Context: an optimization exercise on an open-source flow, tuned for small area, a short achievable clock period and few clock cycles per item. The choices shown serve that exercise and are no tape-out recipe. In this exercise RTL edits were held to simulation tests only and were not proved equivalent to the original. No activity file was given, so power comes from the tool's default toggle rates.

## lagoon
Design dither_stream, start of the top module:
module dither_stream (
    input  wire        clk,
    input  wire        rst,
    input  wire        start,
    input  wire        mode,
    input  wire [6:0]  width,
    input  wire [15:0] height,
    output reg         busy,
    input  wire        in_valid,
    output wire        in_ready,
    input  wire [7:0]  in_r,
    input  wire [7:0]  in_g,
    input  wire [7:0]  in_b,
    input  wire [7:0]  in_a,
    output reg         out_valid,
    input  wire        out_ready,
    output wire [7:0]  out_r,
    output wire [7:0]  out_g,
    output wire [7:0]  out_b,
    output wire [7:0]  out_a
);
Size in the first run: ~3,500 cells after synthesis, about 950 flip-flops, about 96 I/O pins.
clock: 32.0 ns
lec_check: 0
cap_margin: 20
core_margin: 2
core_utilization: 55
cts_cluster_diameter: 100
cts_cluster_size: 30
slew_margin: 20
standard.sh (not shown) runs the stock make flow with config.mk's settings and CLKGATE_MAP_FILE= SYNTH_SCRIPT=/design/flow/synth_recipe.tcl, a recipe that flattens the netlist after the stock synthesis.
==> flow/flow/run.sh <==
#!/bin/bash
# Layout flow: the standard synthesis and ORFS flow, with
#  - the timing repair steps (floorplan, CTS, global route) aiming for a
#    setup slack of MARGIN ns instead of 0, so that they size and buffer
#    the critical paths for a shorter period than the design's (the
#    constraints themselves are unchanged);
#  - the port buffers made of buf_2 cells instead of the delay buffers
#    buffer_ports picks by default (every port still gets its buffer).
set -euo pipefail
W=$(pwd)
MARGIN=$(cat "$W/flow/margin.txt")
bash standard.sh synth > "$W/synth.log" 2>&1
make -C "$FLOW_HOME" DESIGN_CONFIG="$W/config.mk" WORK_HOME="$W/orfs" CLKGATE_MAP_FILE= \
    SYNTH_SCRIPT="$W/synth_recipe.tcl" SETUP_SLACK_MARGIN="$MARGIN" \
    BUFFER_PORTS_ARGS="-buffer_cell sky130_fd_sc_hd__buf_2" finish > "$W/layout.log" 2>&1
bash standard.sh finish > "$W/final_def.log" 2>&1
==> flow/flow/margin.txt <==
23
lagoon | status: complete | timing, DRC, antenna: pass
Testbench counts of lagoon, summed over its fixed seeds: cycles 32,928, pixels 32,768.
Inputs modified between lagoon and raven:
==> flow/flow/margin.txt <==
25
--- a/flow/config.mk
+++ b/flow/config.mk
@@ -8,6 +8,7 @@
 export CAP_MARGIN = 20
 export CORE_MARGIN = 2
-export CORE_UTILIZATION = 55
-export CTS_CLUSTER_DIAMETER = 100
-export CTS_CLUSTER_SIZE = 30
+export CORE_UTILIZATION = 60
+export CTS_CLUSTER_DIAMETER = 80
+export CTS_CLUSTER_SIZE = 25
+export PLACE_DENSITY = 0.7
 export SLEW_MARGIN = 20
--- outcome ---
[diff] final area, raven relative to lagoon: regression. Going from lagoon to raven, the layout clock buffer count was found to have gone up by about 20%. raven vs. lagoon: worst setup slack went up by 0.66 ns. raven against lagoon: routability congestion estimate from global placement went up by 0.032, area growth from synthesis to layout went up by 5.8 points, critical path depth went down by 3.4%, vias per cell went up by 0.079. raven: clock buffer and inverter area fraction after layout is 0.34 points higher than what lagoon reported. Relative to lagoon, the number of instances in the placed design of raven is lower by about 2.2%. Comparing the two runs side by side, raven comes out ahead of lagoon on worst hold slack. The higher fraction of layout cells with a size suffix above 1 of raven and lagoon is in raven.
The inputs of maple differ from those of raven as listed below.
==> flow/flow/margin.txt <==
24
--- a/flow/config.mk
+++ b/flow/config.mk
@@ -8,7 +8,7 @@
 export CAP_MARGIN = 20
 export CORE_MARGIN = 2
-export CORE_UTILIZATION = 60
-export CTS_CLUSTER_DIAMETER = 80
-export CTS_CLUSTER_SIZE = 25
-export PLACE_DENSITY = 0.7
+export CORE_UTILIZATION = 65
+export CTS_CLUSTER_DIAMETER = 90
+export CTS_CLUSTER_SIZE = 28
+export PLACE_DENSITY = 0.78
 export SLEW_MARGIN = 20
Results
For maple, the start point of the critical path was busy$_SDFF_PP0_, unlike raven, where it was fc2[4]$_DFF_P_. Summary: with raven as the reference, placer's final routability congestion estimate in maple moved down slightly. Number of clock buffers in the layout in maple is about 13% below raven. Via-per-instance ratio of maple exceeds that of raven by a few percent. reg -> out as the critical path start-end classification was reported by maple, and reg -> reg by raven. In terms of clock share of power, maple and raven differ only marginally. The multi-input combinational area share number comes out lower for raven vs maple. Lower routed wire length was reported by raven, not maple. maple vs raven on worst setup slack after layout: maple is the lower one. In the tables for raven and maple, final design instance area without fill reads lower with maple. Re remaining routing DRC violations: no difference whatsoever between raven and maple.
Input changes introduced in willow (baseline for comparison: maple):
==> flow/flow/margin.txt <==
23
--- a/flow/config.mk
+++ b/flow/config.mk
@@ -8,7 +8,7 @@
 export CAP_MARGIN = 20
 export CORE_MARGIN = 2
-export CORE_UTILIZATION = 65
-export CTS_CLUSTER_DIAMETER = 90
-export CTS_CLUSTER_SIZE = 28
-export PLACE_DENSITY = 0.78
+export CORE_UTILIZATION = 60
+export CTS_CLUSTER_DIAMETER = 80
+export CTS_CLUSTER_SIZE = 25
+export PLACE_DENSITY = 0.7
 export SLEW_MARGIN = 20
Notes after the runs:
Between willow and maple, the total power draw does not differ in any meaningful way. Going from maple to willow, delay of the slowest cell on the worst path grows by 0.35 ns. In the metrics for willow and maple, the one carrying the lower number of buffers created by CTS is maple. In the metrics for willow and maple, the one carrying the lower combinational power share is willow. Routed wire length on met3 came out lower on willow than on maple. Area of the core region of willow exceeds that of maple by a little under 10%. The more densely filled core belongs to maple, not willow.
Input changes introduced in harbor (baseline for comparison: willow):
--- a/flow/config.mk
+++ b/flow/config.mk
@@ -8,7 +8,4 @@
 export CAP_MARGIN = 20
 export CORE_MARGIN = 2
-export CORE_UTILIZATION = 60
-export CTS_CLUSTER_DIAMETER = 80
-export CTS_CLUSTER_SIZE = 25
-export PLACE_DENSITY = 0.7
+export CORE_UTILIZATION = 50
 export SLEW_MARGIN = 20
[summary]
- Compare harbor and willow | layout-stage area growth over the synthesis result higher: harbor
- Taking willow as the reference point, the core footprint of harbor rises by 16,000 sq um.
- The run showing the greater floorplan die area is harbor.
- Compared with willow, via count in harbor increased slightly.
- harbor ran to completion and came out clean on the timing, DRC and antenna checks.
Input changes introduced in xenon (baseline for comparison: harbor):
==> flow/flow/margin.txt <==
24
--- a/flow/config.mk
+++ b/flow/config.mk
@@ -8,4 +8,7 @@
 export CAP_MARGIN = 20
 export CORE_MARGIN = 2
-export CORE_UTILIZATION = 50
+export CORE_UTILIZATION = 70
+export CTS_CLUSTER_DIAMETER = 80
+export CTS_CLUSTER_SIZE = 25
+export PLACE_DENSITY = 0.85
 export SLEW_MARGIN = 20
--- outcome ---
- xenon went all the way through synthesis, placement and routing and the layout is clean on timing, DRC and antenna.
- harbor was carried through to the last stage, and its layout satisfied the timing, DRC and antenna checks.
- Comparing xenon and harbor, final critical-path required period is lower on xenon.
- xenon reports a higher final estimated routing congestion in global placement than harbor does.
- What harbor reported for first-pass GRT wire length has to be multiplied by 1.09 to get the figure for xenon.
- Diff xenon..harbor | total number of multi-input combinational cells | unchanged
- Against harbor, xenon reports a final hold slack that is lower.

* * *

Setup of pepper:
dither_stream again, from the RTL that the note above started with.
Design dither_stream, start of the top module:
module dither_stream (
    input  wire        clk,
    input  wire        rst,
    input  wire        start,
    input  wire        mode,
    input  wire [6:0]  width,
    input  wire [15:0] height,
    output reg         busy,
    input  wire        in_valid,
    output wire        in_ready,
    input  wire [7:0]  in_r,
    input  wire [7:0]  in_g,
    input  wire [7:0]  in_b,
    input  wire [7:0]  in_a,
    output reg         out_valid,
    input  wire        out_ready,
    output wire [7:0]  out_r,
    output wire [7:0]  out_g,
    output wire [7:0]  out_b,
    output wire [7:0]  out_a
);
Settings: LEC_CHECK=0, CAP_MARGIN=20, CORE_MARGIN=2, CORE_UTILIZATION=65, CTS_CLUSTER_DIAMETER=80, CTS_CLUSTER_SIZE=25, PLACE_DENSITY=0.78, SLEW_MARGIN=20; clock period 32.0 ns.
==> flow/flow/margin.txt <==
24
Scripts as last shown in full above: flow/flow/run.sh
Testbench counts of pepper, summed over its fixed seeds: cycles 32,928, pixels 32,768.
Edits applied to the flow inputs when going from pepper to nickel:
-- flow/config.mk --
<<< pepper, line 10
export CORE_UTILIZATION = 65
>>> nickel, line 10
export CORE_UTILIZATION = 60
==> comparison <==
Compared nickel against pepper; largest fanout on the critical path within noise.
Going from pepper to nickel, final area went up; number of DRC markers in iteration 0 went up.
Taking pepper over nickel, the total die area ratio works out to 0.924.
Relative to pepper, share of total power in the clock network increased by 0.2 points in nickel.
diff inputs: nickel => garnet
-- flow/config.mk --
<<< nickel, line 13
export PLACE_DENSITY = 0.78
>>> garnet, line 13
export PLACE_DENSITY = 0.7
Notes after the runs:
garnet ends up with higher layout overhead on the synthesized area than nickel does.
Summary of garnet over nickel: design area increased about 0.34%, sequential share of layout area decreased 0.17 points, buffering overhead essentially unchanged.
Any difference in power share of the clock group between nickel and garnet is small enough to ignore.
Compared with nickel, garnet degrades overall power of the completed layout.
Reported for nickel and garnet, synthesized cell count turned out identical to the last digit.
The placed wire-length estimate of garnet was inferior to that of nickel.
The run showing the greater share of layout cells above drive strength 1 is garnet.
[diff] fmax, garnet relative to nickel: improvement
Changes in sierra relative to garnet:
==> flow/flow/margin.txt <==
23
-- flow/config.mk --
<<< garnet, line 10
export CORE_UTILIZATION = 60
export CTS_CLUSTER_DIAMETER = 80
export CTS_CLUSTER_SIZE = 25
export PLACE_DENSITY = 0.7
>>> sierra, line 10
export CORE_UTILIZATION = 50
export CTS_CLUSTER_DIAMETER = 60
export CTS_CLUSTER_SIZE = 20
==> notes.md <==
sierra does worse than garnet on die area. [sierra] clock share of power rose 5.6 points relative to garnet. NOTE length of routed met2 wiring garnet->sierra increased slightly. Looking at minimum period implied by the final worst setup slack, sierra sits 0.60 ns higher than garnet does. Lower final worst slack among garnet and sierra: sierra. Of the two values seen for capture point of the critical path, qkn[0] was produced by sierra and busy by garnet. In the reports for garnet and sierra, the larger sequential share of layout area belongs to garnet. Taking garnet as the reference, in sierra total power went up 0.26 mW, length of routed wiring on met1 rose 1.6 mm. Placer congestion estimate of sierra falls short of that of garnet by a few percent. Detailed-route wire length per cell, sierra vs garnet: down slightly.

[afterwards: timing with drivers on the ports]
How much do the figures lean on ideal ports? The routed layouts below were timed once more, with nothing changed but the port constraints. Step 1 (the two cells are an assumption about what drives the block):
set clk [get_ports {clk}]
set_driving_cell -lib_cell sky130_fd_sc_hd__clkbuf_16 $clk
set_driving_cell -lib_cell sky130_fd_sc_hd__buf_2 [delete_from_list [all_inputs] $clk]
Step 2 also shifts input and output timing later by t, the mid clock arrival at the registers, as if the neighbouring blocks saw the same clock. Slacks: ideal ports / drivers / drivers and shift; pairs: ideal ports / drivers.
| run | t, ns | slack for setup (ns) | slew at the worst register clock pin (ns) |
|---|---|---|---|
| lagoon | 0.672 | 23.476 / 23.476 / 23.320 | 0.12 / 0.12 |
| raven | 0.689 | 24.133 / 24.133 / 24.133 | 0.10 / 0.10 |
| maple | 0.687 | 24.129 / 24.063 / 23.555 | 0.11 / 0.11 |
| willow | 0.679 | 23.465 / 23.465 / 23.341 | 0.10 / 0.10 |
| harbor | 0.730 | 23.472 / 23.472 / 23.299 | 0.07 / 0.07 |
| xenon | 0.696 | 24.061 / 24.061 / 23.517 | 0.11 / 0.11 |
| pepper | 0.683 | 24.126 / 24.057 / 23.558 | 0.10 / 0.10 |
| nickel | 0.698 | 24.103 / 24.035 / 23.578 | 0.11 / 0.11 |
| garnet | 0.676 | 24.134 / 24.066 / 23.626 | 0.10 / 0.10 |
| sierra | 0.700 | 23.534 / 23.534 / 23.340 | 0.08 / 0.08 |
After both steps setup and hold are still met in every run listed. For maple, which loses most, drivers alone change the setup slack by -0.066 ns; drivers and shift together by -0.574 ns.
